Optimization exercise on an open flow, not production practice. RTL: at most simulated, not proved equivalent. Function not checked: run 6. Power: default activity.

## design/flow/flow/run.sh

```bash
#!/bin/bash
set -o pipefail
export SETUP_SLACK_MARGIN=6
bash standard.sh > standard.log 2>&1
```

## design/flow/standard.sh

```bash
#!/bin/bash
# synth_recipe.tcl (not shown) runs the flow's synth.tcl, then flattens the netlist and writes it again
# the make line also repeats each setting of config.mk as NAME=value (left out here)
make -C /OpenROAD-flow-scripts/flow DESIGN_CONFIG=/design/flow/config.mk WORK_HOME=/design/flow/orfs CLKGATE_MAP_FILE= SYNTH_SCRIPT=/design/flow/synth_recipe.tcl "${@:-finish}"
```

## design/flow/config.mk

```make
export PLATFORM = sky130hd
export DESIGN_NAME = i2b_lutgen
export DESIGN_NICKNAME = i2b_lutgen
export VERILOG_FILES = /design/flow/design.v
export SDC_FILE = /design/flow/constraint.sdc
export NUM_CORES = 4
export LEC_CHECK = 0
export CAP_MARGIN = 20
export CORE_MARGIN = 2
export CORE_UTILIZATION = 75
export PLACE_DENSITY = 0.85
export SLEW_MARGIN = 20
```

## design/flow/constraint.sdc

```tcl
create_clock -name core_clock -period 10.0 [get_ports {clk}]
set_input_delay 2.0000 -clock core_clock [delete_from_list [all_inputs] [get_ports {clk}]]
set_output_delay 2.0000 -clock core_clock [all_outputs]
set_load 0.01 [all_outputs]
```

## design/flow/design.v

```verilog
module i2b_lutgen (
    input  wire        clk,
    input  wire        rst,         
    input  wire        start,       
    input  wire [15:0] amount,      
    output reg         busy,
    output reg         out_valid,
    output reg  [7:0]  out_idx,
    output reg  [7:0]  out_val
);
    reg         idle, s1, s2, s3, div, fix, fix2, k0, wa, wb;
    reg         dl;        
    reg         stp;       
    reg         dvs;       
    reg         dvf;       
    reg         szc;       
    reg  [2:0]  cnt;       
    reg  [24:0] R;         
    reg  [7:0]  F;         
    reg  [23:0] Z;         
    reg  [23:0] Y;         
    reg  [7:0]  qk;        
    reg         sat;       
    reg         big;       
    reg         dsg;       
    wire        go   = idle & start & ~busy;
    wire        neg  = R[24];
    wire        step = stp;
    wire        sy   = s1 | (stp & neg);
    wire        sz   = szc | (s3 & dsg) | (dvs & ~neg);
    wire        snz  = (s3 & ~dsg) | (dvf & neg);          
    wire [24:0] X    = div ? {R[23:0], F[6]} : R;
    wire [25:0] OP   = ({26{sy}}  & {2'b00, Y})
                     | ({26{sz}}  & {2'b11, Z})
                     | ({26{snz}} & {2'b00, ~Z});
    wire [25:0] sum  = {X[24], X} + OP + {25'd0, s3 | (dvf & neg) | (s2 & ~dsg)};
    wire [7:0]  Q    = fix ? {{7{~dsg}}, 1'b1} : qk;
    wire [8:0]  Fs   = {F[7], F} + {Q[7], Q} + {8'd0, step & ~neg};
    wire        ovf  = ~Fs[8] & Fs[7];
    wire signed [15:0] a = R[15:0];
    wire        big_n = (a >= 16'sd255) && (a <= 16'sd263);
    wire [16:0] g     = sum[16:0] ^ {17{dsg}};
    wire [7:0]  idx_n = ~out_idx + {7'd0, wb};
    wire        pos   = wb ^ dsg;
    wire        S     = sat | big;
    wire        nz    = (R != {1'b1, Z});
    wire [7:0]  vpos  = {~F[7], F[6:0]};
    wire [7:0]  vneg  = (~F + {7'd0, ~nz}) ^ 8'h80;
    wire [7:0]  val   = pos ? (S ? 8'd255 : vpos) : (S ? 8'd0 : vneg);
    wire        last  = wa & (out_idx == 8'd255);      
    always @(posedge clk) begin
        if (rst) begin
            idle <= 1'b1;
            s1 <= 1'b0; s2 <= 1'b0; s3 <= 1'b0; div <= 1'b0; fix <= 1'b0;
            fix2 <= 1'b0; k0 <= 1'b0; wa <= 1'b0; wb <= 1'b0;
            busy <= 1'b0; out_valid <= 1'b0;
        end else begin
            idle      <= (idle & ~go) | last;
            s1        <= go;
            s2        <= s1;
            s3        <= s2;
            div       <= s3 | (div & ~dl);
            fix       <= dl;
            fix2      <= fix;
            k0        <= fix2;
            wa        <= k0 | wb;
            wb        <= wa & ~last;
            busy      <= go | (~idle & ~last) | last;
            out_valid <= k0 | wa | wb;
        end
        stp <= ~rst & (fix2 | (wa & ~last));
        dvs <= ~rst & (s3 | (div & ~dl) | fix2 | (wa & ~last));
        dvf <= ~rst & (s3 | div);
        szc <= ~rst & (s1 | fix);
    end
    always @(posedge clk) begin
        cnt     <= div ? cnt + 3'd1 : 3'd0;
        dl      <= div & (cnt == 3'd5);
        out_idx <= (wa | wb) ? idx_n : 8'd128;
        out_val <= (wa | wb) ? val : 8'd128;
        R       <= idle ? {{9{amount[15]}}, amount}
                 : s2   ? {g, 8'h00}
                 : s3   ? {13'd0, Y[16:5]}                   
                 : sum[24:0];
        if (s3)        F <= {1'b0, Y[4:0], 2'b10};          
        else if (div)  F <= {1'b0, F[5:0], ~sum[24]};
        else if (fix2) F <= 8'd0;
        else if (step) F <= Fs[7:0];
        if (fix2)      sat <= 1'b0;
        else if (step) sat <= sat | ovf;
        if (fix)       qk  <= Fs[7:0];
        if (idle) begin
            Y   <= 24'd33022;
            Z   <= 24'hff7dfe;            
            dsg <= ($signed(amount) > 16'sd259);
        end
        if (s1) begin
            Y   <= {7'd0, sum[16:0]};     
            big <= big_n;
        end
        if (s2) Z <= sum[23:0];           
        if (s3) Z <= sum[23:0];           
        if (fix2) begin
            Y <= R[23:0];                 
            Z <= sum[23:0];               
        end
    end
endmodule
```

==> notes.md, run 1 <==
- The congestion estimate from routability-driven global placement came to 1.03.
- The synthesized area divided by synthesized cell count is 9.61 µm².
- The data required time of the critical path is 10.40 ns.
- Between clock sinks in the finished design, the worst skew comes to 0.0109 ns.
- The delay of the slowest critical-path stage is 0.52 ns.
- The worst hold path startpoint is cnt[0].
- In this design, the largest share of critical-path delay is due to simple AND/OR/NAND/NOR gates.
- The kind of critical path is reg -> reg.
- The run finished with no timing, DRC or antenna violations.
- The clock tree from TritonCTS is yes.
- The via count normalized by instance count is 7.44.
- The total power is 0.00183 W.
- STA classifies the critical path startpoint as a flop.
- STA classifies the critical path endpoint as a flop.
- The worst-case vdd ir drop is 0.000129 V.
- The reported max-cap violation count is 0.
- The die is 106 µm tall.
- The register-to-register setup slack is 5.96 ns.
- The mapped netlist covers 7740 µm².
- The area of the core region is 10200 µm².
- The number of pins with negative max-slew slack in the final report is 0.
- sky130_fd_sc_hd__edfxtp_1 takes more of the synthesized area than any other cell.
- The final number of setup-violating endpoints is 0.
- The total of hold buffers inserted after clock tree synthesis is 0.
- The antenna diode instance count is 0.
- Of the total power, registers draw 0.362.
- The count of input and output buffers is 36.
- The cell at the root of the clock tree is sky130_fd_sc_hd__clkbuf_8.
- The signal on the critical path passes through buf_8 > a22oi_2 > clkbuf_4 > nor2_1 > a221o_1 > ha_1 > nand2_1 > nor3b_1 > nand2_1 > nand2_1 > xor2_1 > xnor2_1 > o221ai_1.
- The synthesis-to-finish area growth is 14.9%.
- The launch point of the worst reg-to-reg path is s3.
- The floorplan has 37 rows.
- The worst pin sits at a relative slew slack of 0.328.
- In this run the critical register-to-register path is captured at R[21].
- After the last flow step, the layout net total stands at 890.
- The part of the Yosys area used for sequential elements is 0.412.
- The most common cell in the netlist is sky130_fd_sc_hd__nor2_1.
- The number of top-level pins is 37.
- For this block, the routed nets add up to 25300 µm of wire.
- The net switching power is 0.000645 W.
- For hold timing, the worst endpoint is cnt[0].
- The pre-antenna-repair detailed-routing pass consisted of 11 iterations.
- The count of flip-flops with a built-in enable after synthesis is 63.
- The clock slew seen by the registers of the worst setup and hold paths is 0.06 ns.
- The detail route stage leaves a number of antenna-violating nets equal to 0.
- The share of post-route cells with drive strength above 1 is 0.113.
- The design internal power is 0.00119 W.
- The hold violation count in the final report came to 0.
- When the netlist entered floorplanning its net count stood at 865.
- The initial utilization of the core area, before any placement, comes to 0.760.
- The slowest cell on the critical path is sky130_fd_sc_hd__nor3b_1.
- In this run the worst path has a maximum fanout of 30.
- The core utilization of the finished layout is 0.873.
- The critical path contains buffers and inverters numbering 2 combined.
- The share of synthesized area in the top cell type comes to 0.244.
- The leakage power is 3.41 nW.
- The floorplan step defined a die boundary enclosing 11200 µm².
- The largest net degree at the start of global routing is 41.
- The count of unique library cells instantiated by Yosys is 64.
- Setup repair after global routing left no endpoint under its margin.
- The first global-routing pass estimated 38200 µm of wire.
- In the finished design, the share of the clock period the worst path needs comes to 0.404.
- The total routing resource utilization after global routing is 0.453.
- For this run, the leading register cell type out of synthesis is sky130_fd_sc_hd__dfxtp_1.
- The clock network power share is 0.340.
- The fraction of synthesis flops using an asynchronous set or reset pin is 0.
- The worst endpoint data arrival time is 4.44 ns.
- The cell count of the worst reg-to-reg path is 13.
- The tightest min-delay check is of the reg -> reg type.
- Summed over all nets, the half-perimeter wirelength after detailed placement is 15400 µm.
- Static timing analysis puts the maximum clock frequency at 248 MHz.
- Once layout is complete, the cells apart from fillers number 980.
- The proportion of power drawn by combinational gates is 0.298.
- The DRC violation count after routing is 0.
- The cell total after placement is 942.
- The number of instances on the worst hold path is 1.
- The via count is 7288.
- CTS built an H-tree with a depth of 4.
- The via count of the first global-routing pass is 7060.
- For this run, the number of Yosys warnings is 1.
- The number of antenna violations at the first check in global routing came to 0.
- In the final timing run, aggregate negative setup slack is 0 ns.
- In this run the horizontal extent of the chip is 106 µm.
- In the final routed layout, each cell accounts on average for 25.8 µm.
- Of the total power, the share spent switching nets is 0.352.
- At the pin with the least slew margin, the transition time is 1.00 ns.
- The clock drives 128 sinks.
- The starting DRC count in detailed routing is 1287.
- Counting the buffers created by CTS gives 17.
- Sorting the synthesized cells by area gives the leading types as sky130_fd_sc_hd__edfxtp_1 (24%), sky130_fd_sc_hd__dfxtp_1 (17%), sky130_fd_sc_hd__ha_1 (5.8%).
- The most numerous cell on the critical path is sky130_fd_sc_hd__nand2_1.
- The maximum buffer depth of the clock tree is 2.
- Counting I/O delays and the setup requirement, the final critical path takes 4.04 ns.
- Counting instances in the post-synthesis netlist gives the leading cell types as sky130_fd_sc_hd__nor2_1 (74), sky130_fd_sc_hd__nand2_1 (73), sky130_fd_sc_hd__dfxtp_1 (65), sky130_fd_sc_hd__edfxtp_1 (63), sky130_fd_sc_hd__o21ai_0 (44).
- Power spread over the standard cell area amounts to 206 nW/µm².
- For this run the aggregate overflow at the end of global routing stands at 0.
- The cell count after synthesis came out at 806.
- The post-synthesis sequential element count is 128.
- The clock reaches the later pin of the worst-skew pair after 0.54 ns.
[stage by stage]
stage	setup slack, ns	area [µm²]	hold WS (ns)
final	5.96	8890	0.462
after global placement	5.54	8170	0.423
after floorplan	6.10	7740	0.419
after detailed placement	5.43	8170	0.449
after global routing	5.89	8890	0.485
after CTS	6.07	8810	0.463
[logic make-up (layout without fill, tap and decap cells)]
family | count (synthesis) | count (layout) | share of synthesized area
and+or+nand+nor | 238 | 238 | 0.146
buffers and inverters | 73 | 111 | 0.0362
muxes | 28 | 28 | 0.0402
AOI/OAI and AO/OA | 219 | 219 | 0.203
DFF | 128 | 128 | 0.412
xor gates and xnor gates | 80 | 80 | 0.0932
adders and majority gates | 40 | 40 | 0.0685
[per-layer routing]
layer / vias up / part of all wire / track usage
met2: 705 / 0.44 / 0.720
met1: 3328 / 0.34 / 0.527
li1: 3022 / - / -
met3: 233 / 0.13 / 0.137
met5: - / 0 / 0
met4: 0 / 0.088 / 0.305
[cell usage in the layout (no fill, tap or decap), types with 25 or more instances in the layout]
master / Yosys / final
sky130_fd_sc_hd__xor2_1: 38 / 37
sky130_fd_sc_hd__a221o_1: 26 / 26
sky130_fd_sc_hd__xnor2_1: 40 / 39
sky130_fd_sc_hd__nor2_1: 74 / 74
sky130_fd_sc_hd__dfxtp_1: 65 / 64
sky130_fd_sc_hd__a21oi_1: 39 / 39
sky130_fd_sc_hd__o21ai_0: 44 / 44
sky130_fd_sc_hd__nand2_1: 73 / 73
sky130_fd_sc_hd__mux2_2: 25 / 25
sky130_fd_sc_hd__inv_1: 28 / 28
sky130_fd_sc_hd__clkdlybuf4s50_1: 0 / 36
sky130_fd_sc_hd__edfxtp_1: 63 / 63
sky130_fd_sc_hd__ha_1: 36 / 36
[flip-flops by register name (all words and copies together), names as in the netlist, 3 cells and up]
register  cells
out_val       8
out_idx       8
Y            24
cnt           3
F             8
R            25
qk            8
Z            24
[power by group through the flow]
stage	Clock, W	Sequential, W	Combinational [W]
3_5_place_dp	0	0.000668	0.000477
6_report	0.000622	0.000663	0.000546
2_1_floorplan	0	0.000644	0.000363
5_1_grt	0.000638	0.000667	0.000563
3_3_place_gp	0	0.000665	0.000463
4_1_cts	0.000611	0.000657	0.000493
[worst reg2reg max path, cell delays in order (launching register included)]
cell and delay, ns:
sky130_fd_sc_hd__dfxtp_2 0.40, sky130_fd_sc_hd__buf_8 0.22, sky130_fd_sc_hd__a22oi_2 0.28, sky130_fd_sc_hd__clkbuf_4 0.35
sky130_fd_sc_hd__nor2_1 0.06, sky130_fd_sc_hd__a221o_1 0.31, sky130_fd_sc_hd__ha_1 0.44, sky130_fd_sc_hd__nand2_1 0.14
sky130_fd_sc_hd__nor3b_1 0.52, sky130_fd_sc_hd__nand2_1 0.21, sky130_fd_sc_hd__nand2_1 0.19, sky130_fd_sc_hd__xor2_1 0.40
sky130_fd_sc_hd__xnor2_1 0.23, sky130_fd_sc_hd__o221ai_1 0.14
[repair_timing]
item                                    in CTS  in global routing
pin swaps                                    0                  4
endpoints found under the setup margin      52                 13
gates resized for setup                      8                 11
cloned                                       1                  0
setup buffers                                1                  4
[final cells by class]
type                    count  area (µm²)
clock inverters             8        58.8
multi-input cells         605        4340
repair buffers             50         488
fillers                   504        1290
inverters                  29         109
clock buffers              24         536
flip-flops and latches    128        3190
well taps                 136         170
[worst max path at each step]
stage / endpoint / start / cells after the start
after global placement: Z[22] / dsg / 16
final: R[21] / s3 / 13
after floorplan: Z[22] / dsg / 17
after CTS: F[0] / dsg / 16
after global routing: Z[22] / dsg / 16
after detailed placement: Z[22] / dsg / 16
Testbench counts, summed over its fixed seeds: cycles 25,920.
==> run 2: changes to the inputs <==
--- a/design/flow/config.mk
+++ b/design/flow/config.mk
@@ -8,5 +8,5 @@
 export CAP_MARGIN = 20
 export CORE_MARGIN = 2
-export CORE_UTILIZATION = 75
-export PLACE_DENSITY = 0.85
+export CORE_UTILIZATION = 65
+export PLACE_DENSITY = 0.8
 export SLEW_MARGIN = 20
==> notes.md, run 2 <==
- For this run, the total global-route usage over all layers was measured as 0.354.
- The number of core rows is 39.
- The latest clock arrival within the worst-skew pair is 0.43 ns.
- The summed area of non-filler cells in the final layout is 8880 µm².
- The number of synthesis warnings is 1.
- In this run the count of I/O pins placed on the die edge is 37.
- The worst hold path was traced through 2 stages.
- The synthesized area is 7740 µm².
- The starting DRC count in detailed routing is 881.
- The synthesis-to-finish area growth is 14.7%.
- The sum of overflow across all layers after global routing is 0.
- The area of the core region is 11500 µm².
- The synthesized area divided by synthesized cell count is 9.61 µm².
- TritonCTS built the clock tree.
- The minimum clock period is 3.82 ns.
- The setup TNS is 0 ns.
- The worst hold endpoint is wa.
- Setup violations remaining at the end of the flow were counted as 0.
- The worst endpoint data arrival time is 4.13 ns.
- The height of the die is 113 µm.
- The via count of the first global-routing pass is 6480.
- STA puts the critical path data required time at 10.31 ns.
- The final standard cell count with taps included and fillers excluded is 986.
- The register with the most flip-flops is R.
- The largest net degree at the start of global routing is 41.
- Of the synthesized area, sequential elements account for 0.412.
- The clock arrives with 0.00863 ns of skew.
- The completed layout was analyzed and its total power is 0.00179 W.
- The detail-routed net length per standard cell is 22.6 µm.
- The worst hold path startpoint is k0.
- In this run the remaining antenna-violating nets after routing total 0.
- The detailed-router iteration count before antenna repair is 16.
- Leaving out fill and tap cells, the most frequent cell in the layout is sky130_fd_sc_hd__nor2_1.
- The clock sink count is 128.
- In the routed layout, each cell is associated on average with a via count of 6.81.
- Dividing total power by cell area gives a power density of 202 nW/µm².
- The via count is 6712.
- By count the netlist is led by sky130_fd_sc_hd__nor2_1 (74), sky130_fd_sc_hd__nand2_1 (73), sky130_fd_sc_hd__dfxtp_1 (65), sky130_fd_sc_hd__edfxtp_1 (63), sky130_fd_sc_hd__o21ai_0 (44).
- The hold violation count in the final report is 0.
- The tree is rooted in a sky130_fd_sc_hd__clkbuf_16.
- The flow ran to the end and the layout has no timing, DRC or antenna violations.
- Sorting the synthesized cells by area gives the leading types as sky130_fd_sc_hd__edfxtp_1 (24%), sky130_fd_sc_hd__dfxtp_1 (17%), sky130_fd_sc_hd__ha_1 (5.8%).
- In the final layout, the registers with the most flip-flops are R (25), Y (24), Z (24).
- The worst setup path is launched from a flop.
- The number of buffers and inverters on the critical path is 3.
- At the end of routability-driven placement, the weighted congestion stood at 0.988.
- The number of H-tree levels is 4.
- The number of antenna violations at the first check in global routing is 0.
- Measured along the x axis, the die boundary spans 113 µm.
- The library cell occupying the most area in the post-synthesis netlist is sky130_fd_sc_hd__edfxtp_1.
- During placement, the flow inserted port buffers numbering 36.
- The first element of the critical path is s3.
- After detailed routing, the total wire length is 22300 µm.
- The count of unique library cells instantiated by Yosys is 64.
- Along the worst path, the maximum fanout reaches 29.
- The most used flip-flop cell after synthesis is sky130_fd_sc_hd__dfxtp_1.
- The category of the worst setup path capture point is a flop.
- The cell count of the worst reg-to-reg path is 16.
- The number of pins with negative max-slew slack in the final report was 0.
- In the final layout, the share of cells above drive strength 1 is 0.107.
- After the last flow step, the layout net total stands at 889.
- The class of the tightest hold or removal check is reg -> reg.
- For this run, design rule violations remaining after detail routing come to 0.
- In this run, synthesis produced a sequential element count of 128.
- The half-perimeter wire length after detailed placement is 15200 µm.
- The reported max-cap violation count is 0.
- After clock tree synthesis, the clock-pin slew on the worst setup and hold paths is 0.06 ns.
- The top cell types in the final layout, fill and taps aside, are sky130_fd_sc_hd__nor2_1 (74), sky130_fd_sc_hd__nand2_1 (73), sky130_fd_sc_hd__dfxtp_1 (64).
- The post-route fraction of the period consumed by the critical path is 0.382.
- The highest attainable clock frequency is 262 MHz.
- Measured against its own limit, the worst slew margin works out to 0.285.
- At the pin with the least slew margin, the transition time is 1.07 ns.
- For this run, the slowest stage of the critical path takes 0.40 ns.
- Setup repair after global routing left no endpoint under its margin.
- The placed instances occupy a cell area of 8170 µm².
- The area share of the leading cell type in the synthesized netlist is 0.244.
- The maximum buffer depth of the clock tree is 2.
- The count of flip-flops with a built-in enable after synthesis is 63.
- Grouping stages by cell kind, the critical path spends the most delay in compound AO/OA/AOI/OAI gates.
- In this run, CTS created clock tree buffers numbering 17.
- The initial utilization of the core area, before any placement, comes to 0.672.
- The register-to-register setup slack is 6.18 ns.
- The antenna diode instance count is 0.
- For this design the static power due to leakage is 3.40 nW.
- The kind of critical path is reg -> reg.
- The area of the die is 12800 µm².
- The slowest stage of the critical path belongs to the cell sky130_fd_sc_hd__dfxtp_4.
- The worst register-to-register path ends at F[0].
- The worst-case IR drop observed on VDD is 0.000162 V.
- After synthesis, the share of flip-flops with an asynchronous set or reset is 0.
- Counting every net in the synthesized netlist gives 865.
- Counting every instance in the synthesized netlist gives 806.
- Yosys instantiated no cell more often than sky130_fd_sc_hd__nor2_1.
- The launch point of the worst reg-to-reg path is s3.
- The first-pass GRT wire length is 34900 µm.
- The signal on the critical path passes through buf_8 > a22oi_2 > buf_8 > nor2_1 > a221oi_4 > fa_2 > inv_1 > fa_2 > a211oi_2 > o21ai_2 > a21oi_4 > o21ai_2 > a21o_1 > a221oi_4 > nor4bb_1 > a221o_1.
- The number of flip-flops in the largest register is 25.
- The cell total after placement is 948.
run 2: cell counts after synthesis:
No cell type changed its count.
run 2: power breakdown:
group | switching (W) | internal, W
logic | 0.000300 | 0.000206
registers | 0.0000577 | 0.000602
clock network | 0.000232 | 0.000395
run 2: cell families (layout without fill, tap and decap cells):
| family | Yosys count | after routing | synth area share |
|---|---|---|---|
| xor gates and xnor gates | 80 | 80 | 0.0932 |
| adders and majority gates | 40 | 40 | 0.0685 |
| buffers and inverters | 73 | 110 | 0.0362 |
| muxes | 28 | 28 | 0.0402 |
| and+or+nand+nor | 238 | 238 | 0.146 |
| DFF | 128 | 128 | 0.412 |
| AOI/OAI and AO/OA | 219 | 219 | 0.203 |
run 2: worst min-delay path: stages, from the launching register on:
cell and delay, ns:
sky130_fd_sc_hd__dfxtp_1 0.31, sky130_fd_sc_hd__nor2_1 0.05, sky130_fd_sc_hd__nor2_1 0.07
run 2: worst max path at each step:
stage / to / slack (ns) / cells after the start
after floorplan: Z[22] / 6.10 / 17
after global placement: Z[22] / 5.54 / 16
after detailed placement: Z[22] / 5.33 / 16
after CTS: F[0] / 5.96 / 16
after global routing: F[0] / 6.02 / 16
final: F[0] / 6.18 / 16
run 2: stage by stage:
stage / hold WS [ns] / utilization / setup slack [ns]
2_1_floorplan: 0.419 / - / 6.10
3_3_place_gp: 0.425 / 0.709 / 5.54
3_5_place_dp: 0.450 / 0.709 / 5.33
4_1_cts: 0.465 / 0.763 / 5.96
5_1_grt: 0.490 / 0.771 / 6.02
6_report: 0.461 / 0.771 / 6.18
run 2: cell type report:
| class | instances | area, µm² |
|---|---|---|
| Multi-Input combinational cell | 605 | 4320 |
| Tap cell | 143 | 179 |
| Sequential cell | 128 | 3200 |
| Inverter | 29 | 109 |
| Fill cell | 801 | 2630 |
| Timing Repair Buffer | 49 | 484 |
| Clock inverter | 8 | 100 |
| Clock buffer | 24 | 493 |
run 2: per-layer routing:
layer / global-route usage / wire, µm / part of all wire
met1: 0.440 / 8570 / 0.38
met5: 0 / 0 / 0
met4: 0.167 / 978 / 0.044
met2: 0.578 / 10500 / 0.47
met3: 0.0937 / 2240 / 0.10
run 2: what timing repair did:
item,4_1_cts,5_1_grt
buffers inserted,1,4
gates resized for setup,6,13
pin swaps,0,5
hold buffers,0,0
cloned,0,1
setup endpoints to repair,52,11
==> run 3: changes to the inputs <==
==> design/flow/flow/run.sh (replaced) <==
#!/bin/bash
set -o pipefail
export SETUP_SLACK_MARGIN=6.25
bash standard.sh > standard.log 2>&1
==> notes.md, run 3 <==
- The flow ran to the end and the layout has no timing, DRC or antenna violations.
- The reported max-cap violation count is 0.
- The area of the die is 12800 µm².
- For this run, design rule violations remaining after detail routing come to 0.
- Setup violations remaining at the end of the flow were counted as 0.
- The library cells used most frequently in the layout, excluding fill and tap cells, are sky130_fd_sc_hd__nor2_1 (73), sky130_fd_sc_hd__nand2_1 (73), sky130_fd_sc_hd__dfxtp_1 (64).
- Routability-driven placement finished with a final weighted congestion of 1.01.
- In this run the number of H-tree levels came out at 4.
- The number of core rows is 39.
- The cell total after placement is 949.
- After detailed routing, the number of vias per cell comes to 6.87.
- The share of total power dissipated in combinational logic is 0.302.
- The worst-case vdd ir drop is 0.000102 V.
- Counting instances, the worst hold path has a depth of 1.
- A synthesized cell averages 9.61 µm².
- Yosys attributes the largest share of cell area to sky130_fd_sc_hd__edfxtp_1 (24%), sky130_fd_sc_hd__dfxtp_1 (17%), sky130_fd_sc_hd__ha_1 (5.8%).
- After synthesis the netlist holds a flip-flop and latch count of 128.
- The launch point of the worst reg-to-reg path is dsg.
- Synthesis instantiated 64 different standard cells from the library.
- From bottom edge to top edge, the die measures 113 µm.
- At the end of the flow, the number of nets in the layout was 908.
- The half-perimeter wire length after detailed placement is 15000 µm.
- The kind of critical path is reg -> reg.
- The end of the worst register-to-register path is Z[22].
- The relative slew slack is 0.358.
- Across all layers, the routed design uses 6906 vias.
- The number of top-level pins is 37.
- The total wirelength of the detailed-routed design is 22800 µm.
- The synthesis-to-finish area growth is 17.8%.
- Subtracting the final worst setup slack from the clock period gives 3.74 ns.
- Once detail routing completed, the nets flagged for antenna violations numbered 0.
- The starting density of the core is 0.672.
- The most frequently used flop master after synthesis is sky130_fd_sc_hd__dfxtp_1.
- The largest registers in the layout are R (25), Y (24), Z (24).
- Of the total power, the clock network draws 0.324.
- Ranked by flip-flop count, first place goes to R.
- The part of the Yosys area used for sequential elements is 0.412.
- Of the total power, the share spent switching nets is 0.334.
- Of all nets on the critical path, the largest fanout is 6.
- The number of pins with negative max-slew slack in the final report is 0.
- The number of antenna violations at the first check in global routing is 0.
- The data required time of the critical path is 10.16 ns.
- The gate count after technology mapping is 806.
- The worst register-to-register path has a depth of 16.
- By count the netlist is led by sky130_fd_sc_hd__nor2_1 (74), sky130_fd_sc_hd__nand2_1 (73), sky130_fd_sc_hd__dfxtp_1 (65), sky130_fd_sc_hd__edfxtp_1 (63), sky130_fd_sc_hd__o21ai_0 (44).
- The summed area of non-filler cells in the final layout is 9120 µm².
- The clock slew seen by the registers of the worst setup and hold paths is 0.06 ns.
- The leakage power is 3.51 nW.
- The TritonCTS buffer count is 17.
- The library cell occupying the most area in the post-synthesis netlist is sky130_fd_sc_hd__edfxtp_1.
- After synthesis, the share of flip-flops with an asynchronous set or reset is 0.
- The share of total power in sequential cells is 0.375.
- The setup TNS is 0 ns.
- The worst hold path startpoint is cnt[0].
- The detail-routed net length per standard cell is 22.7 µm.
- In the final layout, the share of cells above drive strength 1 is 0.137.
- Derived from the worst setup path, the maximum achievable clock frequency is 267 MHz.
- The path with the worst hold slack has its endpoint at cnt[0].
- After the first detailed-routing iteration, the DRC count stood at 1048.
- The post-route fraction of the period consumed by the critical path is 0.374.
- The worst setup path is launched from a flop.
- In the post-synthesis netlist, the cell with the most instances is sky130_fd_sc_hd__nor2_1.
- The worst endpoint data arrival time is 3.90 ns.
- Clock tree synthesis found a total of 128 sinks.
- The maximum buffer depth of the clock tree is 2.
- The largest net degree at the start of global routing is 41.
- Synthesis produced a netlist with a net count of 865.
- Setup repair after global routing could not meet its margin everywhere.
- The cell at the root of the clock tree is sky130_fd_sc_hd__clkbuf_16.
- The antenna diode instance count is 0.
- From left edge to right edge, the die measures 113 µm.
- The tightest min-delay check is of the reg -> reg type.
- The clock tree from TritonCTS is yes.
- Across all setup checks in the final design, the least slack found is 6.26 ns.
- The mapped netlist covers 7740 µm².
- The register with the most flip-flops in the layout has 25 of them.
- The final standard cell count with taps included and fillers excluded is 1005.
- The register-to-register setup slack is 6.26 ns.
- Summing internal, switching and leakage power gives 0.00176 W.
- At the placement stage, the worst setup path has a slack of 5.27 ns.
- The final setup skew is 0.00700 ns.
- The power density over the cells is 193 nW/µm².
- The share of synthesized area in the top cell type comes to 0.244.
- For this run, the number of Yosys warnings is 1.
- The via count of the first global-routing pass is 6404.
- The slew at the pin closest to its max-slew limit is 0.960 ns.
- The internal power of the cells totals 0.00117 W.
- The net switching power is 0.000587 W.
- In the global route stage, overall resource usage came out at 0.355.
- The total overflow left after global routing is 0.
- Summing all placed instances gives a cell area of 8180 µm².
- The first global-routing pass estimated 34700 µm of wire.
- The synthesized design contains 63 enable-type register cells.
- Input and output buffers added on the ports amount to 36.
- The hold violation count in the final report is 0.
- After floorplanning, the core was sized to cover 11500 µm².
- The first TritonRoute pass finished after 19 iterations.
- For the worst-skew pair, the clock arrives at the later sink with an insertion delay of 0.42 ns.
- STA classifies the critical path endpoint as a flop.
- The total of hold buffers inserted after clock tree synthesis is 0.
==> run 3: cell counts after synthesis <==
No cell type changed its count.
==> run 3: cell families (layout without fill, tap and decap cells) <==
family,Yosys count,after routing,synth area share
XOR/XNOR,80,80,0.0932
flip-flops,128,128,0.412
buffers and inverters,73,129,0.0362
AO/OA/AOI/OAI,219,219,0.203
multiplexers,28,28,0.0402
AND/OR/NAND/NOR,238,238,0.146
adder cells (fa/ha/maj),40,40,0.0685
==> run 3: final cells by class <==
cell class                 instances  area (µm²)
timing repair buffer              68         684
clock inverter                     5        26.3
tap                              143         179
clock buffer                      27         515
sequential                       128        3190
fill                             744        2400
multi-input combinational        605        4400
inverter                          29         116
==> run 3: worst max path at each step <==
stage	endpoint	slack (ns)	startpoint
floorplan	Z[22]	6.28	dsg
global placement	Z[22]	5.49	dsg
detailed placement	Z[22]	5.27	dsg
global route	F[0]	6.12	dsg
finish	Z[22]	6.26	dsg
CTS	F[0]	6.25	dsg
==> run 3: power by group through the flow <==
stage | sequential (W) | clock [W] | combinational (W)
2_1_floorplan | 0.000644 | 0 | 0.000363
3_3_place_gp | 0.000666 | 0 | 0.000469
3_5_place_dp | 0.000668 | 0 | 0.000473
4_1_cts | 0.000656 | 0.000569 | 0.000490
5_1_grt | 0.000664 | 0.000597 | 0.000564
6_report | 0.000659 | 0.000569 | 0.000531
==> run 3: timing repair <==
item                                    in CTS  in global routing
endpoints found under the setup margin      58                 21
buffers inserted                             4                 18
resized for setup                           15                 22
hold endpoints to repair                     0                  0
cloned                                       1                  1
pin swaps                                    4                 12
==> run 3: metrics by stage <==
| step | hold slack [ns] | utilization |
|---|---|---|
| finish | 0.466 | 0.792 |
| global route | 0.487 | 0.792 |
| CTS | 0.470 | 0.768 |
| detailed placement | 0.462 | 0.710 |
| global placement | 0.424 | 0.710 |
| floorplan | 0.419 | - |
==> run 3: routing by layer <==
metal,GRT usage,part of all wire,vias up
met5,0,0,-
met3,0.0803,0.11,99
li1,-,-,3058
met2,0.560,0.46,513
met1,0.457,0.38,3236
met4,0.191,0.049,0
==> run 3: worst max-delay path: stages, from the launching register on <==
cell                       delay [ns]
sky130_fd_sc_hd__edfxtp_1        0.44
sky130_fd_sc_hd__buf_12          0.16
sky130_fd_sc_hd__a21oi_4         0.14
sky130_fd_sc_hd__o21ai_4         0.10
sky130_fd_sc_hd__buf_12          0.16
sky130_fd_sc_hd__a221oi_4        0.27
sky130_fd_sc_hd__fa_2            0.26
sky130_fd_sc_hd__inv_2           0.05
sky130_fd_sc_hd__fa_2            0.39
sky130_fd_sc_hd__a211oi_2        0.25
sky130_fd_sc_hd__o21ai_2         0.13
sky130_fd_sc_hd__a31oi_1         0.28
sky130_fd_sc_hd__o21a_1          0.20
sky130_fd_sc_hd__nor3_4          0.08
sky130_fd_sc_hd__a211oi_2        0.31
sky130_fd_sc_hd__xor2_1          0.17
sky130_fd_sc_hd__nand2_1         0.08
==> run 4: changes to the inputs <==
--- a/design/flow/design.v
+++ b/design/flow/design.v
@@ -22,4 +22,5 @@
     reg  [7:0]  qk;        
     reg         sat;       
+    reg         zr;        
     reg         big;       
     reg         dsg;       
@@ -44,5 +45,5 @@
     wire        pos   = wb ^ dsg;
     wire        S     = sat | big;
-    wire        nz    = (R != {1'b1, Z});
+    wire        nz    = ~zr;
     wire [7:0]  vpos  = {~F[7], F[6:0]};
     wire [7:0]  vneg  = (~F + {7'd0, ~nz}) ^ 8'h80;
@@ -87,4 +88,6 @@
         else if (fix2) F <= 8'd0;
         else if (step) F <= Fs[7:0];
+        if (fix2)      zr  <= 1'b1;                         
+        else if (step) zr  <= neg ? (zr & ~|Y) : ~|R;
         if (fix2)      sat <= 1'b0;
         else if (step) sat <= sat | ovf;
==> notes.md, run 4 <==
- The relative slew slack is 0.362.
- The number of buffers and inverters on the critical path is 3.
- The number of fill cells is 686.
- The register with the most flip-flops is R.
- The average instance in the mapped netlist occupies 9.39 µm².
- The starting density of the core is 0.663.
- On the final layout, the worst hold slack is 0.472 ns.
- The power density over the cells is 195 nW/µm².
- At the later pin of the worst-skew pair, clock insertion delay measures 0.44 ns.
- The fraction of synthesis flops using an asynchronous set or reset pin is 0.
- The clock sink count is 129.
- The highest attainable clock frequency is 254 MHz.
- For this run, the number of Yosys warnings is 1.
- The floorplan step defined a die boundary enclosing 12500 µm².
- The category of the worst setup path capture point is a flop.
- The TritonCTS buffer count is 17.
- The number of flip-flops in the largest register is 25.
- The setup check on the worst reg-to-reg path leaves a slack of 6.06 ns.
- The area of combinational cells with multiple inputs is 4420 µm².
- The detailed-router iteration count before antenna repair is 8.
- The via count of the first global-routing pass is 6559.
- The region available for standard cell placement spans 11400 µm².
- For this run, the register share of the synthesized area comes to 0.424.
- The clock slew seen by the registers of the worst setup and hold paths is 0.06 ns.
- The floorplan has 39 rows.
- The via count normalized by instance count is 6.84.
- The final estimated routing congestion in global placement is 0.982.
- In the final layout, the share of cells above drive strength 1 is 0.174.
- The cell sitting at the root of the clock tree is a sky130_fd_sc_hd__clkbuf_16.
- The class of the tightest hold or removal check is reg -> reg.
- The first global-routing pass estimated 34200 µm of wire.
- The total wirelength of the detailed-routed design is 23400 µm.
- The mapped netlist covers 7580 µm².
- The hold violation count in the final report is 0.
- The starting DRC count in detailed routing is 1026.
- Leaving out fill and tap cells, the most frequent cells in the layout are sky130_fd_sc_hd__nor2_1 (78), sky130_fd_sc_hd__nand2_1 (73), sky130_fd_sc_hd__dfxtp_1 (66).
- VDD sags by at most 0.000137 V.
- The number of antenna violations at the first check in global routing came to 0.
- Synthesis produced 807 cells.
- The die is 112 µm wide.
- The number of nets at the end of the flow is 923.
- Dividing the detail-routed wire length by the instance count gives 23.0 µm.
- The routed layout has 6975 vias.
- The sequential cell area in the final layout is 3210 µm².
- The total routing resource utilization after global routing is 0.349.
- Subtracting the final worst setup slack from the clock period gives 3.94 ns.
- The most common library cell in the layout ignoring fill and taps is sky130_fd_sc_hd__nor2_1.
- The number of antenna diodes in the final layout is 0.
- The final setup skew is 0.00856 ns.
- The post-synthesis sequential element count is 129.
- Traced cell by cell, the critical path runs through buf_12 > a21oi_4 > o21ai_4 > buf_12 > buf_4 > a221o_1 > ha_1 > a21oi_1 > o21ai_1 > a22oi_2 > and2_4 > o221ai_1 > a21oi_1 > xnor2_1 > or2_2.
- The count of buffers added on input and output ports is 36.
- The total of hold buffers inserted after clock tree synthesis is 0.
- The die is 112 µm tall.
- The number of pins with negative max-slew slack in the final report was 0.
- For the final routed database, the setup TNS stands at 0 ns.
- On the worst path, the slowest cell contributes a delay of 0.48 ns.
- Data arrives at the worst endpoint at 4.12 ns.
- Setup violations remaining at the end of the flow were counted as 0.
- Of the post-synthesis cell area, the dominant cell type holds 0.250.
- The kind of critical path is reg -> reg.
- The highest net fanout along the worst path is 11.
- In this run the number of H-tree levels came out at 4.
- The slew at the pin closest to its max-slew limit is 0.953 ns.
- Relative to the synthesized area, the layout overhead comes to 21.8%.
- The half-perimeter wire length after detailed placement is 14700 µm.
- The library cell occupying the most area in the post-synthesis netlist is sky130_fd_sc_hd__edfxtp_1.
- The slowest cell on the critical path is sky130_fd_sc_hd__ha_1.
- Entering global routing, the biggest net connects 48 pins.
- The most used flip-flop cell after synthesis is sky130_fd_sc_hd__dfxtp_1.
- The cell family with the largest share of critical-path delay is compound AO/OA/AOI/OAI gates.
- The worst setup path is launched from a flop.
- By area the synthesized netlist is led by sky130_fd_sc_hd__edfxtp_1 (25%), sky130_fd_sc_hd__dfxtp_1 (17%), sky130_fd_sc_hd__ha_1 (5.9%).
- The net count after synthesis is 866.
- The clock tree from TritonCTS is yes.
- The largest registers in the layout are R (25), Y (24), Z (24).
- Setup repair after global routing could not meet its margin everywhere.
- The data required time of the critical path is 10.19 ns.
- The leakage power is 3.48 nW.
- The count of unique library cells instantiated by Yosys is 62.
- After global routing the overflow that remains totals 0.
- Counting along the longest clock path gives a buffer depth of 2.
- The count of flip-flops with a built-in enable after synthesis is 63.
- Of the available clock period, the critical path in the final layout requires 0.394.
- The flow ran to the end and the layout has no timing, DRC or antenna violations.
- The most common cell in the netlist is sky130_fd_sc_hd__nor2_1.
- The reported max-cap violation count is 0.
- The count of nets left with antenna violations once routing finished came out at 0.
- The number of top-level pins is 37.
- The commonest cells after synthesis are sky130_fd_sc_hd__nor2_1 (79), sky130_fd_sc_hd__nand2_1 (73), sky130_fd_sc_hd__dfxtp_1 (66), sky130_fd_sc_hd__edfxtp_1 (63), sky130_fd_sc_hd__o21ai_0 (58).
- In the routed design, unresolved DRC markers number 0.
## run 4: timing repair
item                                    in CTS  in global routing
gates cloned                                 0                  3
hold endpoints to repair                     0                  0
endpoints found under the setup margin      63                 33
setup buffers                                6                 19
gates resized for setup                     16                 53
pin swaps                                    7                 26
## run 4: metrics by stage
stage / area, µm² / utilization / total power (W) / worst slack, ns / instances
after floorplan: 7580 / - / 0.000956 / 6.30 / 807
after detailed placement: 8060 / 0.706 / 0.00108 / 5.08 / 960
after global placement: 8060 / 0.706 / 0.00107 / 5.28 / 960
final: 9230 / 0.808 / 0.00180 / 6.06 / 1020
after global routing: 9230 / 0.808 / 0.00185 / 5.97 / 1020
after CTS: 8750 / 0.767 / 0.00168 / 6.26 / 998
## run 4: final timing paths
path                              from     end  depth (start not counted)
worst max-delay path               dsg   Z[21]                         15
worst min-delay path            cnt[0]  cnt[0]                          1
worst max register to register     dsg   Z[21]                         15
worst min register to register  cnt[0]  cnt[0]                          1
## run 4: cell families (layout without fill, tap and decap cells)
kind of cell | after synthesis | in the layout | synth area share
multiplexers | 27 | 27 | 0.0396
XOR/XNOR | 53 | 53 | 0.0613
AND/OR/NAND/NOR | 270 | 270 | 0.172
adder cells (fa/ha/maj) | 40 | 40 | 0.0700
flip-flops | 129 | 129 | 0.424
AO/OA/AOI/OAI | 220 | 220 | 0.200
buffers and inverters | 68 | 138 | 0.0339
## run 4: per-layer routing
metal | GRT usage | up-vias | part of all wire
met2 | 0.589 | 501 | 0.47
li1 | - | 3082 | -
met1 | 0.431 | 3234 | 0.36
met4 | 0.182 | 0 | 0.064
met3 | 0.0599 | 158 | 0.10
met5 | 0 | - | 0
## run 4: final cells by class
class                   count  share of cell area
multi-input cells         610               0.479
well taps                 143              0.0194
clock inverters             9             0.00719
flip-flops and latches    129               0.348
inverters                  32              0.0133
clock buffers              23              0.0553
repair buffers             74              0.0779
## run 4: where the power goes
part	leakage [nW]	internal [W]	switching, W
registers	1.12	0.000603	0.0000518
logic	2.07	0.000223	0.000312
clock network	0.289	0.000362	0.000246
total	3.48	0.00119	0.000611
Testbench counts of run 4, summed over its fixed seeds: cycles 25,920.
==> run 5: changes to the inputs <==
==> design/flow/flow/run.sh (replaced) <==
#!/bin/bash
set -o pipefail
export SETUP_SLACK_MARGIN=6
bash standard.sh > standard.log 2>&1
==> notes.md, run 5 <==
- The flow ran to the end and the layout has no timing, DRC or antenna violations.
- Relative to the synthesized area, the layout overhead comes to 17.1%.
- The first routing iteration left 892 violations.
- The later pin in the worst-skew pair is clocked with a latency of 0.43 ns.
- The finished layout holds 1008 standard cells, fillers aside.
- The share of total power dissipated in the clock network is 0.349.
- The number of antenna violations at the first check in global routing is 0.
- Setup repair after global routing could not meet its margin everywhere.
- The highest net fanout along the worst path is 4.
- Counting flops and latches in the post-synthesis netlist gives 129.
- In the post-synthesis netlist, the cell with the most instances is sky130_fd_sc_hd__nor2_1.
- The proportion of power drawn by combinational gates is 0.268.
- The via count normalized by instance count is 6.64.
- After synthesis, the share of cell area in mux cells is 0.0396.
- The cell total after placement is 962.
- The core region is 11400 µm².
- The half-perimeter wire length after detailed placement is 14700 µm.
- The number of top-level pins is 37.
- The slew at the pin closest to its max-slew limit is 1.25 ns.
- More flip-flops sit in one register than any other, and that register is R.
- The synthesized design contains 63 enable-type register cells.
- After synthesis, the netlist uses 62 different library cells.
- The worst endpoint data arrival time is 4.31 ns.
- The worst setup margin is 6.04 ns.
- In this run the critical register-to-register path is captured at R[20].
- The worst hold path begins at k0.
- The net count after synthesis is 866.
- Measured along the y axis, the die boundary spans 112 µm.
- The global routing usage on met1 is 0.430.
- Before CTS, the worst setup slack after placement is 5.89 ns.
- sky130_fd_sc_hd__edfxtp_1 takes more of the synthesized area than any other cell.
- The compound-cell area share of the yosys netlist is 0.200.
- The DRC violation count after routing is 0.
- Clock tree synthesis inserted a total of 17 buffers.
- The worst register-to-register path begins at dsg.
- The first-pass GRT wire length is 33900 µm.
- The category of the worst setup path capture point is a flop.
- The kind of critical path is reg -> reg.
- The worst hold endpoint is wa.
- The core utilization of the finished layout is 0.777.
- In the final layout, the registers with the most flip-flops are R (25), Y (24), Z (24).
- The detail-routed net length per standard cell is 21.4 µm.
- The routed design has 21500 µm of wire.
- The fraction of synthesis flops using an asynchronous set or reset pin is 0.
- The share of synthesized area in the top cell type comes to 0.250.
- After synthesis the cells add up to 7580 µm².
- The final setup skew is 0.00830 ns.
- In the final layout, flip-flops and latches occupy 3210 µm².
- The clock tree from TritonCTS is yes.
- In this run the static leakage power is 3.37 nW.
- The cell count of the worst reg-to-reg path is 16.
- The hold violation count in the final report came to 0.
- Leaving out fill and tap cells, the most frequent cell in the layout is sky130_fd_sc_hd__nor2_1.
- The global-route met3 utilization is 0.0713.
- The via count is 6696.
- The internal power of the cells totals 0.00114 W.
- At the end of routability-driven placement, the weighted congestion stood at 0.979.
- The clock sink count is 129.
- The met2 track demand over resource is 0.578.
- For this run, the top clock speed supported by timing is 253 MHz.
- The worst path needs 3.96 ns of the cycle, external delays included.
- In the layout the commonest cells are sky130_fd_sc_hd__nor2_1 (78), sky130_fd_sc_hd__nand2_1 (73), sky130_fd_sc_hd__dfxtp_1 (66).
- In this run the worst hold path is classified as reg -> reg.
- The starting density of the core is 0.663.
- The gate count after technology mapping is 807.
- By area, the combinational part of the netlist is dominated by compound AO/OA/AOI/OAI gates.
- The post-route fraction of the period consumed by the critical path is 0.396.
- By area the synthesized netlist is led by sky130_fd_sc_hd__edfxtp_1 (25%), sky130_fd_sc_hd__dfxtp_1 (17%), sky130_fd_sc_hd__ha_1 (5.9%).
- The root buffer cell chosen for the clock tree is sky130_fd_sc_hd__clkbuf_16.
- The area of combinational cells with multiple inputs is 4190 µm².
- The basic-gate share of the synthesized area counting and, or, nand and nor cells is 0.172.
- The number of antenna-violating nets in the routed design is 0.
- The worst setup path is launched from a flop.
- The busiest metal layer after global routing is met2.
- The antenna diode instance count is 0.
- The first detailed-routing pass ran for 6 iterations.
- Dividing total power by cell area gives a power density of 192 nW/µm².
- The number of H-tree levels is 4.
- By count the netlist is led by sky130_fd_sc_hd__nor2_1 (79), sky130_fd_sc_hd__nand2_1 (73), sky130_fd_sc_hd__dfxtp_1 (66), sky130_fd_sc_hd__edfxtp_1 (63), sky130_fd_sc_hd__o21ai_0 (58).
- The sum of overflow across all layers after global routing is 0.
- Setup violations remaining at the end of the flow were counted as 0.
- The count of buffers added on input and output ports is 36.
- Data on the critical path is required at its endpoint by 10.36 ns.
- The die covers 12500 µm².
- The register-to-register setup slack is 6.04 ns.
- The reported max-cap violation count is 0.
- Of the cells placed in the final design, the portion with a size suffix greater than 1 is 0.131.
- The number of synthesis warnings is 1.
- The largest net degree at the start of global routing is 48.
- The net switching power is 0.000556 W.
- The via count of the first global-routing pass came to 6517.
- The most frequently used flop master after synthesis is sky130_fd_sc_hd__dfxtp_1.
- The part of the Yosys area used for sequential elements is 0.424.
- In this run the mean area of a mapped cell was 9.39 µm².
- The width of the die is 112 µm.
- In this run the tightest slew margin relative to its limit is 0.168.
- The filler cells instantiated in the layout total 754.
- The longest clock path from root to sink contains 2 buffers.
- The xor/xnor cell area share of the yosys netlist is 0.0613.
- The worst-case vdd ir drop is 0.000239 V.
- The setup TNS is 0 ns.
- The fraction of the mapped netlist area in adder cells is 0.0700.
- The number of nets at the end of the flow is 911.
- The register with the most flip-flops in the layout has 25 of them.
- Row generation in the floorplan step produced 39 rows.
- The clock slew seen by the registers of the worst setup and hold paths is 0.06 ns.
- The share of total power dissipated in sequential elements is 0.384.
- Across every metal layer, demand over resource in global routing totals 0.346.
- Along the worst hold path, the cell count comes to 2.
- The switching share of power is 0.327.
- The number of pins with negative max-slew slack in the final report came to 0.
-- run 5: cell counts after synthesis --
Identical to the previous run, type by type.
-- run 5: worst max path at each step --
| stage | endpoint | startpoint |
|---|---|---|
| 2_1_floorplan | Z[20] | dsg |
| 3_3_place_gp | Z[20] | dsg |
| 3_5_place_dp | R[24] | dsg |
| 4_1_cts | R[24] | dsg |
| 5_1_grt | R[20] | dsg |
| 6_report | R[20] | dsg |
-- run 5: layout make-up --
cell class,count,area share
timing repair buffer,62,0.0678
multi-input combinational,610,0.472
inverter,32,0.0141
clock inverter,10,0.00790
sequential,129,0.362
clock buffer,22,0.0558
tap,143,0.0202
-- run 5: power by group through the flow --
| stage | Sequential (W) | Combinational (W) | Clock, W |
|---|---|---|---|
| final | 0.000652 | 0.000455 | 0.000593 |
| after global placement | 0.000658 | 0.000411 | 0 |
| after floorplan | 0.000639 | 0.000317 | 0 |
| after detailed placement | 0.000660 | 0.000417 | 0 |
| after CTS | 0.000649 | 0.000424 | 0.000594 |
| after global routing | 0.000657 | 0.000488 | 0.000617 |
-- run 5: timing repair --
| item | in CTS | in global routing |
|---|---|---|
| endpoints found under the setup margin | 9 | 24 |
| gates resized for setup | 3 | 21 |
| buffers inserted | 0 | 13 |
| hold buffers | 0 | 0 |
| hold endpoints to repair | 0 | 0 |
| gates cloned | 0 | 1 |
| pin swaps | 1 | 13 |
-- run 5: stage by stage --
step / hold WS [ns] / cell area, µm² / total power (W)
after floorplan: 0.419 / 7580 / 0.000956
after global placement: 0.429 / 8070 / 0.00107
after detailed placement: 0.441 / 8070 / 0.00108
after CTS: 0.454 / 8660 / 0.00167
after global routing: 0.480 / 8870 / 0.00176
final: 0.448 / 8870 / 0.00170
-- run 5: kinds of logic (layout without fill, tap and decap cells) --
group	count (synthesis)	after routing
AND/OR/NAND/NOR	270	270
AO/OA/AOI/OAI	220	220
flip-flops	129	129
buffers and inverters	68	126
XOR/XNOR	53	53
adder cells (fa/ha/maj)	40	40
multiplexers	27	27
-- run 5: per-layer routing --
layer | vias to the layer above | wire length, µm
li1 | 3054 | -
met1 | 3129 | 8110
met2 | 430 | 10600
met3 | 83 | 1930
met4 | 0 | 882
met5 | - | 0
-- run 5: worst max-delay path, stage by stage, from the launching register on --
cell                       delay, ns
sky130_fd_sc_hd__edfxtp_1       0.49
sky130_fd_sc_hd__buf_12         0.18
sky130_fd_sc_hd__a21oi_4        0.13
sky130_fd_sc_hd__o21ai_4        0.09
sky130_fd_sc_hd__buf_12         0.15
sky130_fd_sc_hd__a221oi_4       0.29
sky130_fd_sc_hd__fa_2           0.25
sky130_fd_sc_hd__inv_1          0.06
sky130_fd_sc_hd__fa_2           0.42
sky130_fd_sc_hd__a211oi_2       0.29
sky130_fd_sc_hd__o211ai_2       0.18
sky130_fd_sc_hd__a211oi_2       0.31
sky130_fd_sc_hd__nor4_2         0.11
sky130_fd_sc_hd__or3_1          0.40
sky130_fd_sc_hd__xnor2_2        0.16
sky130_fd_sc_hd__o31a_1         0.27
sky130_fd_sc_hd__nor2_1         0.11
==> run 6: changes to the inputs <==
--- a/design/flow/design.v
+++ b/design/flow/design.v
@@ -14,5 +14,5 @@
     reg         dvs;       
     reg         dvf;       
-    reg         szc;       
+    reg         s23;       
     reg  [2:0]  cnt;       
     reg  [24:0] R;         
@@ -22,5 +22,4 @@
     reg  [7:0]  qk;        
     reg         sat;       
-    reg         zr;        
     reg         big;       
     reg         dsg;       
@@ -29,11 +28,11 @@
     wire        step = stp;
     wire        sy   = s1 | (stp & neg);
-    wire        sz   = szc | (s3 & dsg) | (dvs & ~neg);
-    wire        snz  = (s3 & ~dsg) | (dvf & neg);          
+    wire        sz   = s23 | fix2 | (dvs & ~neg);
+    wire        snz  = dvf & neg;                          
     wire [24:0] X    = div ? {R[23:0], F[6]} : R;
     wire [25:0] OP   = ({26{sy}}  & {2'b00, Y})
                      | ({26{sz}}  & {2'b11, Z})
                      | ({26{snz}} & {2'b00, ~Z});
-    wire [25:0] sum  = {X[24], X} + OP + {25'd0, s3 | (dvf & neg) | (s2 & ~dsg)};
+    wire [25:0] sum  = {X[24], X} + OP + {25'd0, snz | (s2 & ~dsg)};
     wire [7:0]  Q    = fix ? {{7{~dsg}}, 1'b1} : qk;
     wire [8:0]  Fs   = {F[7], F} + {Q[7], Q} + {8'd0, step & ~neg};
@@ -45,5 +44,5 @@
     wire        pos   = wb ^ dsg;
     wire        S     = sat | big;
-    wire        nz    = ~zr;
+    wire        nz    = (R != {1'b1, Z});
     wire [7:0]  vpos  = {~F[7], F[6:0]};
     wire [7:0]  vneg  = (~F + {7'd0, ~nz}) ^ 8'h80;
@@ -54,5 +53,5 @@
             idle <= 1'b1;
             s1 <= 1'b0; s2 <= 1'b0; s3 <= 1'b0; div <= 1'b0; fix <= 1'b0;
-            fix2 <= 1'b0; k0 <= 1'b0; wa <= 1'b0; wb <= 1'b0;
+            k0 <= 1'b0; wa <= 1'b0; wb <= 1'b0;
             busy <= 1'b0; out_valid <= 1'b0;
         end else begin
@@ -73,5 +72,5 @@
         dvs <= ~rst & (s3 | (div & ~dl) | fix2 | (wa & ~last));
         dvf <= ~rst & (s3 | div);
-        szc <= ~rst & (s1 | fix);
+        s23 <= ~rst & (s1 | s2);
     end
     always @(posedge clk) begin
@@ -81,5 +80,5 @@
         out_val <= (wa | wb) ? val : 8'd128;
         R       <= idle ? {{9{amount[15]}}, amount}
-                 : s2   ? {g, 8'h00}
+                 : s2   ? {g, 8'h01}
                  : s3   ? {13'd0, Y[16:5]}                   
                  : sum[24:0];
@@ -88,6 +87,4 @@
         else if (fix2) F <= 8'd0;
         else if (step) F <= Fs[7:0];
-        if (fix2)      zr  <= 1'b1;                         
-        else if (step) zr  <= neg ? (zr & ~|Y) : ~|R;
         if (fix2)      sat <= 1'b0;
         else if (step) sat <= sat | ovf;
@@ -99,8 +96,8 @@
         end
         if (s1) begin
-            Y   <= {7'd0, sum[16:0]};     
+            Y   <= sum[23:0];             
             big <= big_n;
         end
-        if (s2) Z <= sum[23:0];           
+        if (s2) Z <= {{7{~g[16]}}, ~g};
         if (s3) Z <= sum[23:0];           
         if (fix2) begin
==> notes.md, run 6 <==
- For this design the total switching power over the nets is 0.00120 W.
- At the pin with the least slew margin, the transition time is 0.935 ns.
- In this run the number of H-tree levels came out at 4.
- Of the synthesized area, sequential elements account for 0.398.
- The floorplan step set the die height to 115 µm.
- The register-to-register setup slack is 6.10 ns.
- For the final database, setup skew stands at 0.0108 ns.
- The layout has 834 filler cells.
- The most frequently used flop master after synthesis is sky130_fd_sc_hd__edfxtp_1.
- The detailed-router iteration count before antenna repair is 6.
- Detailed routing inserted a total of 7282 vias.
- The sum of overflow across all layers after global routing is 0.
- The area share of the leading cell type in the synthesized netlist is 0.239.
- The clock reaches the later pin of the worst-skew pair after 0.43 ns.
- Counting flops per register, the top entry is R.
- The clock passes through at most 2 buffers.
- The register with the most flip-flops in the layout has 25 of them.
- The class of the tightest hold or removal check is reg -> reg.
- The number of top-level pins is 37.
- Sorting the synthesized cells by how often they occur yields sky130_fd_sc_hd__o21ai_0 (73), sky130_fd_sc_hd__dfxtp_1 (64), sky130_fd_sc_hd__edfxtp_1 (64), sky130_fd_sc_hd__nor2_1 (62), sky130_fd_sc_hd__nand2_1 (57).
- The net count after synthesis is 901.
- The post-route fraction of the period consumed by the critical path is 0.390.
- Summed over all cells, the static leakage comes to 3.58 nW.
- The relative slew slack is 0.374.
- Dividing the synthesized area by the synthesized cell count gives 9.57 µm².
- The first-pass GRT wire length is 37800 µm.
- The most common cell in the netlist is sky130_fd_sc_hd__o21ai_0.
- The share of total power in sequential cells is 0.281.
- Of all flip-flops after synthesis, the portion carrying an async set or reset was 0.
- After the first detailed-routing iteration, the DRC count stood at 935.
- Of all cell types, the one taking the most synthesized area is sky130_fd_sc_hd__edfxtp_1.
- Leaving out fill and tap cells, the most frequent cells in the layout are sky130_fd_sc_hd__o21ai_0 (72), sky130_fd_sc_hd__dfxtp_1 (64), sky130_fd_sc_hd__edfxtp_1 (64).
- The total of hold buffers inserted after clock tree synthesis is 0.
- The number of nets at the end of the flow is 928.
- The worst-case vdd ir drop is 0.000208 V.
- The synthesized design contains 64 enable-type register cells.
- The largest net degree at the start of global routing is 39.
- The worst setup path is of the reg -> reg kind.
- The minimum clock period is 3.90 ns.
- The critical path starts at fix2.
- In this run, CTS created clock tree buffers numbering 17.
- The power density over the cells is 310 nW/µm².
- The die is 115 µm wide.
- The number of antenna-violating nets in the routed design is 0.
- The clock slew seen by the registers of the worst setup and hold paths is 0.06 ns.
- The clock drives 128 sinks.
- The DRC violation count after routing is 0.
- The via count of the first global-routing pass came to 6874.
- Data on the critical path is required at its endpoint by 10.18 ns.
- The cell sitting at the root of the clock tree is a sky130_fd_sc_hd__clkbuf_16.
- The reported max-cap violation count is 0.
- Setup violations remaining at the end of the flow were counted as 0.
- The area of the die is 13300 µm².
- The launch point of the worst reg-to-reg path is fix2.
- The clock tree from TritonCTS is yes.
- The starting density of the core is 0.668.
- The highest net fanout along the worst path is 26.
- The run finished with no timing, DRC or antenna violations.
- The number of pins with negative max-slew slack in the final report is 0.
- The design internal power is 0.00168 W.
- The count of unique library cells instantiated by Yosys is 73.
- Sorting the synthesized cells by area gives the leading types as sky130_fd_sc_hd__edfxtp_1 (24%), sky130_fd_sc_hd__dfxtp_1 (16%), sky130_fd_sc_hd__ha_1 (5.6%).
- The cell area that synthesis handed to floorplanning was 8060 µm².
- The total routing resource utilization after global routing is 0.379.
- Input and output buffers added on the ports amount to 36.
- The total wirelength of the detailed-routed design is 24600 µm.
- The gate count after technology mapping is 842.
- The kind of start point of the critical path is a flop.
- Dividing the detail-routed wire length by the instance count gives 23.5 µm.
- For this run, the number of Yosys warnings is 1.
- The hold violation count in the final report is 0.
- The half-perimeter wire length after detailed placement is 16700 µm.
- In the final layout, the share of cells above drive strength 1 is 0.137.
- Measured on the finished design, the core utilization comes to 0.772.
- Of the total power, the clock network draws 0.220.
- The worst setup path is captured at a flop.
- Setup repair after global routing could not meet its margin everywhere.
- The synthesis-to-finish area growth is 15.5%.
- The switching share of power is 0.417.
- The total area inside the core boundary comes to 12100 µm².
- The library cell used most frequently in the layout, excluding fill and tap cells, is sky130_fd_sc_hd__o21ai_0.
- The end of the critical path is Z[15].
- The via count normalized by instance count is 6.94.
- The synthesized design contains 128 register bits.
- Routability-driven placement finished with a final weighted congestion of 1.01.
- The worst register-to-register path ends at Z[15].
- Of the total power, combinational logic draws 0.499.
- Summed over all failing endpoints, the final setup total negative slack is 0 ns.
- Timing would allow up to 257 MHz.
- In the final layout, the registers with the most flip-flops are R (25), Y (24), Z (24).
- The antenna diode instance count is 0.
- The number of antenna violations at the first check in global routing is 0.
- The worst endpoint data arrival time is 4.07 ns.
- The number of core rows is 40.
- The number of cells on the worst reg-to-reg path is 14.
run 6: cell count changes after synthesis, moves of 7 or more:
cell | before | now
sky130_fd_sc_hd__a21o_1 | 8 | 18
sky130_fd_sc_hd__a22oi_1 | 4 | 34
sky130_fd_sc_hd__o21ai_0 | 58 | 73
sky130_fd_sc_hd__nor2_1 | 79 | 62
sky130_fd_sc_hd__nand2_1 | 73 | 57
sky130_fd_sc_hd__xor2_1 | 17 | 40
sky130_fd_sc_hd__nand3_1 | 2 | 11
sky130_fd_sc_hd__a221o_1 | 24 | 1
sky130_fd_sc_hd__or3_1 | 11 | 4
sky130_fd_sc_hd__nand2b_1 | 17 | 6
sky130_fd_sc_hd__mux2_2 | 24 | 38
sky130_fd_sc_hd__nor2b_1 | 22 | 14
run 6: cells by family after synthesis:
family / Yosys count / share of synthesized area
fa+ha+maj: 40 / 0.0658
buf+inv: 77 / 0.0374
xor+xnor: 75 / 0.0825
compound gates: 276 / 0.236
flops: 128 / 0.398
mux: 44 / 0.0612
simple gates: 202 / 0.120
run 6: worst min-delay path by stage:
stage               endpoint  slack (ns)    from  depth (start not counted)
floorplan             cnt[0]        0.41  cnt[0]                          1
global placement      cnt[0]        0.41  cnt[0]                          1
detailed placement    cnt[0]        0.43  cnt[0]                          1
CTS                   cnt[0]        0.45  cnt[0]                          1
global route          cnt[0]        0.46  cnt[0]                          1
finish                cnt[0]        0.45  cnt[0]                          1
run 6: power by group through the flow:
stage | logic (W) | registers [W] | clock network, W
3_3_place_gp | 0.00128 | 0.000811 | 0
4_1_cts | 0.00133 | 0.000806 | 0.000631
5_1_grt | 0.00152 | 0.000824 | 0.000654
3_5_place_dp | 0.00131 | 0.000815 | 0
2_1_floorplan | 0.00101 | 0.000775 | 0
6_report | 0.00144 | 0.000811 | 0.000633
run 6: cell type report:
class	count	area (µm²)	area share
Multi-Input combinational cell	637	4680	0.503
Sequential cell	128	3200	0.344
Timing Repair Buffer	51	480	0.0516
Clock inverter	7	67.6	0.00726
Inverter	34	128	0.0137
Tap cell	168	210	0.0226
Clock buffer	25	539	0.0579
run 6: critical path: stages, from the launching register on:
cell                       delay, ns
sky130_fd_sc_hd__edfxtp_1       0.38
sky130_fd_sc_hd__buf_6          0.21
sky130_fd_sc_hd__nor2_2         0.15
sky130_fd_sc_hd__o21ai_2        0.07
sky130_fd_sc_hd__buf_6          0.20
sky130_fd_sc_hd__a22oi_1        0.17
sky130_fd_sc_hd__o21ai_0        0.21
sky130_fd_sc_hd__ha_1           0.34
sky130_fd_sc_hd__nor2b_1        0.16
sky130_fd_sc_hd__o31a_1         0.27
sky130_fd_sc_hd__o21ai_1        0.28
sky130_fd_sc_hd__nand3b_1       0.20
sky130_fd_sc_hd__xor2_1         0.43
sky130_fd_sc_hd__mux2_2         0.40
sky130_fd_sc_hd__a22o_1         0.18
run 6: what timing repair did:
item                                    4_1_cts  5_1_grt
setup buffers                                 0        3
pin swaps                                     0        6
endpoints found under the setup margin       32       42
gates resized for setup                       9       16
run 6: routing by layer:
layer	part of all wire	global-route usage	vias up
met5	0	0	-
met4	0.043	0.167	0
met3	0.099	0.0822	97
met2	0.48	0.627	507
met1	0.38	0.478	3481
li1	-	-	3197
run 6: metrics by stage:
| stage | hold WS [ns] | setup slack, ns | cells | cell area [µm²] | power [W] |
|---|---|---|---|---|---|
| final | 0.451 | 6.10 | 1050 | 9310 | 0.00288 |
| after global placement | 0.415 | 5.79 | 1015 | 8550 | 0.00209 |
| after floorplan | 0.406 | 6.44 | 842 | 8060 | 0.00178 |
| after detailed placement | 0.435 | 5.61 | 1015 | 8550 | 0.00212 |
| after CTS | 0.448 | 5.99 | 1047 | 9190 | 0.00277 |
| after global routing | 0.461 | 5.99 | 1050 | 9310 | 0.00300 |
==> run 7: changes to the inputs <==
--- a/design/flow/design.v
+++ b/design/flow/design.v
@@ -53,5 +53,5 @@
             idle <= 1'b1;
             s1 <= 1'b0; s2 <= 1'b0; s3 <= 1'b0; div <= 1'b0; fix <= 1'b0;
-            k0 <= 1'b0; wa <= 1'b0; wb <= 1'b0;
+            fix2 <= 1'b0; k0 <= 1'b0; wa <= 1'b0; wb <= 1'b0;
             busy <= 1'b0; out_valid <= 1'b0;
         end else begin
==> notes.md, run 7 <==
- The area of the die is 13300 µm².
- The largest total area in the synthesized netlist belongs to sky130_fd_sc_hd__edfxtp_1.
- The setup path with the least slack is of type reg -> reg.
- Yosys attributes the largest share of cell area to sky130_fd_sc_hd__edfxtp_1 (23%), sky130_fd_sc_hd__dfxtp_1 (16%), sky130_fd_sc_hd__ha_1 (5.6%).
- The setup slack after placement is 5.67 ns.
- In this run the core area contains 40 standard-cell rows.
- The count of buffers added on input and output ports is 36.
- The top cell types in the final layout, fill and taps aside, are sky130_fd_sc_hd__o21ai_0 (72), sky130_fd_sc_hd__dfxtp_1 (65), sky130_fd_sc_hd__edfxtp_1 (63).
- The number of H-tree levels is 4.
- The sequential cell area in the final layout is 3190 µm².
- The number of synthesis warnings is 1.
- The commonest cells after synthesis are sky130_fd_sc_hd__o21ai_0 (73), sky130_fd_sc_hd__dfxtp_1 (65), sky130_fd_sc_hd__edfxtp_1 (63), sky130_fd_sc_hd__nor2_1 (62), sky130_fd_sc_hd__nand2_1 (56).
- The post-synthesis sequential element count is 128.
- The path class of the tightest hold or removal check is reg -> reg.
- The repair_antennas step left the layout with diodes totalling 0.
- After detailed routing, the average wire length per cell comes to 22.5 µm.
- The core utilization of the finished layout is 0.759.
- At the pin with the least slew margin, the transition time is 0.929 ns.
- In the final layout, the registers with the most flip-flops are R (25), Y (24), Z (24).
- The half-perimeter wire length after detailed placement is 16700 µm.
- The gate count after technology mapping is 843.
- The power density over the cells is 199 nW/µm².
- Summed over all layers, the global routing overflow is 0.
- The number of antenna violations at the first check in global routing came to 0.
- The height of the die is 115 µm.
- The maximum buffer depth of the clock tree is 2.
- The worst-case vdd ir drop is 0.000130 V.
- After layout, the worst setup slack is 6.15 ns.
- The most frequently used flop master after synthesis is sky130_fd_sc_hd__dfxtp_1.
- The largest net degree at the start of global routing is 39.
- The net count after synthesis is 902.
- The flow ran to the end and the layout has no timing, DRC or antenna violations.
- In this run the worst path has a maximum fanout of 26.
- The filler cells instantiated in the layout total 868.
[run 7: changes by cell type after synthesis]
cell | previous run | this run
sky130_fd_sc_hd__clkbuf_1 | 34 | 35
sky130_fd_sc_hd__dfxtp_1 | 64 | 65
sky130_fd_sc_hd__edfxtp_1 | 64 | 63
sky130_fd_sc_hd__inv_1 | 33 | 32
sky130_fd_sc_hd__nand2_1 | 57 | 56
sky130_fd_sc_hd__nand2b_1 | 6 | 7
sky130_fd_sc_hd__nor2b_1 | 14 | 15
[run 7: worst paths after layout]
| path | start | end | slack, ns | depth (start not counted) |
|---|---|---|---|---|
| hold / removal | k0 | wa | 0.46 | 2 |
| hold reg to reg | k0 | wa | 0.46 | 2 |
| setup / recovery | fix2 | R[14] | 6.15 | 15 |
| setup reg to reg | fix2 | R[14] | 6.15 | 15 |
[run 7: through the flow]
step / power [W] / hold WS (ns) / instance area (µm²)
2_1_floorplan: 0.00107 / 0.406 / 8060
6_report: 0.00182 / 0.458 / 9160
4_1_cts: 0.00179 / 0.454 / 9090
5_1_grt: 0.00189 / 0.476 / 9160
3_3_place_gp: 0.00120 / 0.416 / 8530
3_5_place_dp: 0.00122 / 0.440 / 8530
[run 7: layer usage]
metal  GRT usage  up-vias  routed length (µm)
li1            -     3189                   -
met1       0.469     3324                9250
met2       0.594      420               11200
met3      0.0817       69                2150
met4       0.157        0                 897
met5           0        -                   0
[run 7: repair_timing]
action                     in CTS  in global routing
pin swaps                       0                  1
setup buffers                   0                  1
setup endpoints to repair      22                 21
hold buffers                    0                  0
resized for setup               6                 10
cloned                          0                  0
[run 7: critical path, stage by stage, from the launching register on]
cell and delay [ns]:
sky130_fd_sc_hd__dfxtp_1 0.31, sky130_fd_sc_hd__buf_6 0.18, sky130_fd_sc_hd__nor2_1 0.15, sky130_fd_sc_hd__o21ai_2 0.07, sky130_fd_sc_hd__buf_6 0.20, sky130_fd_sc_hd__a221oi_2 0.28, sky130_fd_sc_hd__fa_1 0.25, sky130_fd_sc_hd__inv_1 0.06
sky130_fd_sc_hd__fa_1 0.42, sky130_fd_sc_hd__a211oi_2 0.36, sky130_fd_sc_hd__o21bai_1 0.12, sky130_fd_sc_hd__a21oi_1 0.21, sky130_fd_sc_hd__xor2_1 0.47, sky130_fd_sc_hd__xnor2_1 0.23, sky130_fd_sc_hd__a221oi_1 0.32, sky130_fd_sc_hd__a21oi_1 0.07
[run 7: cell type report]
type	count	share of cell area
repair buffers	47	0.0492
multi-input cells	638	0.506
flip-flops and latches	128	0.349
clock inverters	13	0.0111
well taps	168	0.0230
inverters	33	0.0135
clock buffers	19	0.0488
[run 7: cells by family (layout without fill, tap and decap cells)]
family | count (synthesis) | in the layout | synth area share
buf+inv | 77 | 112 | 0.0374
compound gates | 276 | 276 | 0.236
flops | 128 | 128 | 0.396
mux | 44 | 44 | 0.0612
xor+xnor | 75 | 75 | 0.0825
fa+ha+maj | 40 | 40 | 0.0659
simple gates | 203 | 203 | 0.121
[run 7: power breakdown]
| part | switching (W) | internal, W | total [W] |
|---|---|---|---|
| clock network | 0.000244 | 0.000330 | 0.000574 |
| registers | 0.0000541 | 0.000604 | 0.000658 |
| logic | 0.000354 | 0.000236 | 0.000590 |
Testbench counts of run 7, summed over its fixed seeds: cycles 25,920.
